What follows belongs to an exercise in optimizing a design on an open flow for small area, a short achievable clock period and few clock cycles per item; a production flow would make more cautious choices.
In this exercise RTL edits were held to simulation tests only and were not proved equivalent to the original.
Power figures rest on the tool's default switching activity, not on a simulated workload.

## fsync_refmgr
module fsync_refmgr (
    input  wire        clk,
    input  wire        rst,
    input  wire        cmd_valid,
    output wire        cmd_ready,
    input  wire [31:0] cmd,
    output reg         done,
    output reg  [7:0]  status_code,
    output reg  [7:0]  last_opc,
    output reg  [31:0] result0,
    output reg  [31:0] result1,
    output reg         direction,
    output reg  [1:0]  p_refs,
    output reg  [1:0]  ref_count,
    output reg  [15:0] ref0,
    output reg  [15:0] ref1,
    output reg  [1:0]  prep_count,
    output reg  [15:0] prep0,
    output reg  [15:0] prep1,
    output reg  [4:0]  ring_count,
    output reg  [31:0] next_display,
    output reg  [5:0]  evq_count
);
Size in the first run: roughly 5,200 cells after synthesis, ~230 I/O pins, ~0.050 mm^2 of cells after synthesis.
Settings: LEC_CHECK=0, ABC_AREA=1, CAP_MARGIN=20, CORE_MARGIN=2, CORE_UTILIZATION=60, SETUP_SLACK_MARGIN=5, SLEW_MARGIN=20; clock period 8.0 ns.
run.sh (not shown) runs the stock make flow with config.mk's settings and CLKGATE_MAP_FILE= SYNTH_SCRIPT=/design/flow/synth_recipe.tcl, a recipe that flattens the netlist after the stock synthesis.
The first run went through all stages and came out clean.
Testbench counts at the start, summed over its fixed seeds: cycles 18,671, commands 18,562.
Next try:
--- a/flow/design.v
+++ b/flow/design.v
@@ -201,25 +201,26 @@
     reg [1:0] req;
     always @(*) begin
         case (ptype)
             2'd1:    req = p_refs;
             2'd2:    req = 2'd2;
             default: req = 2'd0;
         endcase
     end
     wire evq_empty = (evq_count == 6'd0);
     wire evq_full  = evq_count[5];                               
     wire evq_room2 = (evq_count <= 6'd30);
     wire [6:0] evq_need = {1'b0, evq_count} + {2'b00, ring_count};
-    wire evq_room_drain = (evq_need <= 7'd31);                   
+    reg  [6:0] room;
+    wire evq_room_drain = !room[6];
     wire ring_full = ring_count[4];
     wire hit0 = (ref_count != 2'd0) && (ref0 == frame);
     wire hit1 = ref_count[1] && (ref1 == frame);
     wire upd_rel   = op_upd && ((refb && fld && ref_count == MAX_REFS) || !refb);
     wire upd_ok    = !upd_rel || !evq_full;
     wire post_ok   = !direction ? !evq_full : (refb ? evq_room_drain : !ring_full);
     wire rem_ok    = (hit0 || hit1) && (fld ? evq_room2 : !evq_full);
     assign evq_pop = exec && op_pop && !evq_empty;
     reg  [31:0] pop_disp;
     wire [31:0] nd_inc  = next_display + 32'd1;
     wire [31:0] nd_ring = next_display + {27'd0, ring_count} + 32'd1;
     always @(*) begin
@@ -274,54 +275,57 @@
             direction    <= 1'b0;
             p_refs       <= 2'd1;
             ref_count    <= 2'd0;
             ref0         <= 16'd0;
             ref1         <= 16'd0;
             prep_count   <= 2'd0;
             prep0        <= 16'd0;
             prep1        <= 16'd0;
             ring_count   <= 5'd0;
             evq_count    <= 6'd0;
             next_display <= 32'd0;
             pop_disp     <= 32'd0;
+            room         <= 7'd31;
         end else begin
             done  <= exec;
             rel2p <= 1'b0;
             if (!rel2p && xfer != 5'd0)
                 xfer <= xfer - 5'd1;
             if (exec) begin
                 last_opc    <= opc;
                 status_code <= op_ill ? ST_ILLEGAL : ST_OK;
                 if (op_reset) begin
                     xfer         <= 5'd0;
                     result0      <= 32'd0;
                     result1      <= 32'd0;
                     ref_count    <= 2'd0;
                     ref0         <= 16'd0;
                     ref1         <= 16'd0;
                     prep_count   <= 2'd0;
                     prep0        <= 16'd0;
                     prep1        <= 16'd0;
                     ring_count   <= 5'd0;
                     evq_count    <= 6'd0;
                     next_display <= 32'd0;
                     pop_disp     <= 32'd0;
+                    room         <= 7'd31;
                 end
                 if (op_pop) begin
                     if (evq_empty) begin
                         status_code <= ST_EMPTY;
                         result0     <= 32'd0;
                         result1     <= 32'd0;
                     end else begin
                         evq_count <= evq_count - 6'd1;
+                        room      <= room + 7'd1;
                         result0   <= {2'b00, evq_head[16], !evq_head[16], 12'd0, evq_head[15:0]};
                         if (evq_head[16]) begin
                             result1  <= pop_disp;
                             pop_disp <= pop_disp + 32'd1;
                         end else begin
                             result1  <= 32'd0;
                         end
                     end
                 end
                 if (op_dir) begin
                     if (ring_count != 5'd0)
                         status_code <= ST_STATE;
@@ -353,45 +357,49 @@
                     end else begin
                         prep_count  <= 2'd0;
                         prep0       <= 16'd0;
                         prep1       <= 16'd0;
                         result0     <= 32'd0;
                         status_code <= ST_INSUFF_REFS;
                     end
                 end
                 if (op_upd) begin
                     if (!upd_ok) begin
                         status_code <= ST_EVQ_FULL;
                     end else begin
-                        if (upd_rel)
+                        if (upd_rel) begin
                             evq_count <= evq_count + 6'd1;
+                            room      <= room - 7'd1;
+                        end
                         if (refb && fld) begin
                             if (ref_count == MAX_REFS) begin
                                 ref0 <= ref1;
                                 ref1 <= frame;
                             end else begin
                                 if (ref_count == 2'd0)
                                     ref0 <= frame;
                                 else
                                     ref1 <= frame;
                                 ref_count <= ref_count + 2'd1;
                             end
                         end
                         if (refb && fld && ref_count != MAX_REFS)
                             result0 <= {30'd0, ref_count + 2'd1};
                         else
                             result0 <= {30'd0, ref_count};
                     end
                 end
                 if (op_post) begin
+                    if (post_ok)
+                        room <= room - 7'd1;
                     if (!post_ok) begin
                         status_code <= !direction || refb ? ST_EVQ_FULL : ST_RING_FULL;
                     end else if (!direction) begin
                         evq_count    <= evq_count + 6'd1;
                         next_display <= nd_inc;
                         result0      <= 32'd1;
                         result1      <= nd_inc;
                     end else if (!refb) begin
                         ring_count <= ring_count + 5'd1;
                         result0    <= 32'd0;
                         result1    <= next_display;
                     end else begin
@@ -401,24 +409,25 @@
                         next_display <= nd_ring;
                         result0      <= {27'd0, ring_count} + 32'd1;
                         result1      <= nd_ring;
                     end
                 end
                 if (op_rem) begin
                     if (!(hit0 || hit1)) begin
                         status_code <= ST_NOT_IN_LIST;
                     end else if (!rem_ok) begin
                         status_code <= ST_EVQ_FULL;
                     end else begin
                         evq_count <= evq_count + (fld ? 6'd2 : 6'd1);
+                        room      <= room - (fld ? 7'd2 : 7'd1);
                         rel2p     <= fld;
                         if (hit0)
                             ref0 <= ref1;
                         ref1      <= 16'd0;
                         ref_count <= ref_count - 2'd1;
                         result0   <= {30'd0, ref_count - 2'd1};
                     end
                 end
             end
         end
     end
 endmodule
Outcome: Final cell count went up by 9.6%. Power grows by 4.4%. First-iteration DRC count climbs by 21%. Non-clock buffer count goes down by 9. Setup slack improved by 23 ps. Worst hold slack gets better by 3.5 ps. Wire length rose by 8.0%. Synthesized area came out higher by 4.0%. Critical path depth does not change. Global-route usage went up by 1.3 points. Clock skew falls by 18 ps. Die area grows by 4.0%. Count of clock-buffer cells in the layout went up by 10. Cell area is higher by 3.2%.
Testbench counts after the change, summed over its fixed seeds: cycles 18,671, commands 18,562.

port drivers added, routing unchanged:
The flow's constraints put no driver on any port. The routed layouts listed below were extracted and timed again, unchanged, in two steps. Step 1 sets driving cells, clkbuf_16 on the clock port and buf_2 on the other inputs (assumed; they add their load-dependent delay and slew). Step 2 adds t to the input delays and takes it off the output delays; t is the mean of the earliest and latest rising clock arrival at the registers after step 1. Input paths then give back, and output paths get back, about the clock's delay inside the block. Three values: no drivers, after step 1, after step 2; two values: the first two.
run	t (ns)	slack for setup (ns)	worst setup path after step 2
the first run	0.744	5.011 / 4.935 / 4.443	input to register
the second run	0.758	5.033 / 4.962 / 4.407	input to register
After both steps every run listed still meets setup and hold. For the second run, which loses most, drivers alone change the setup slack by -0.071 ns; drivers and shift together by -0.626 ns.
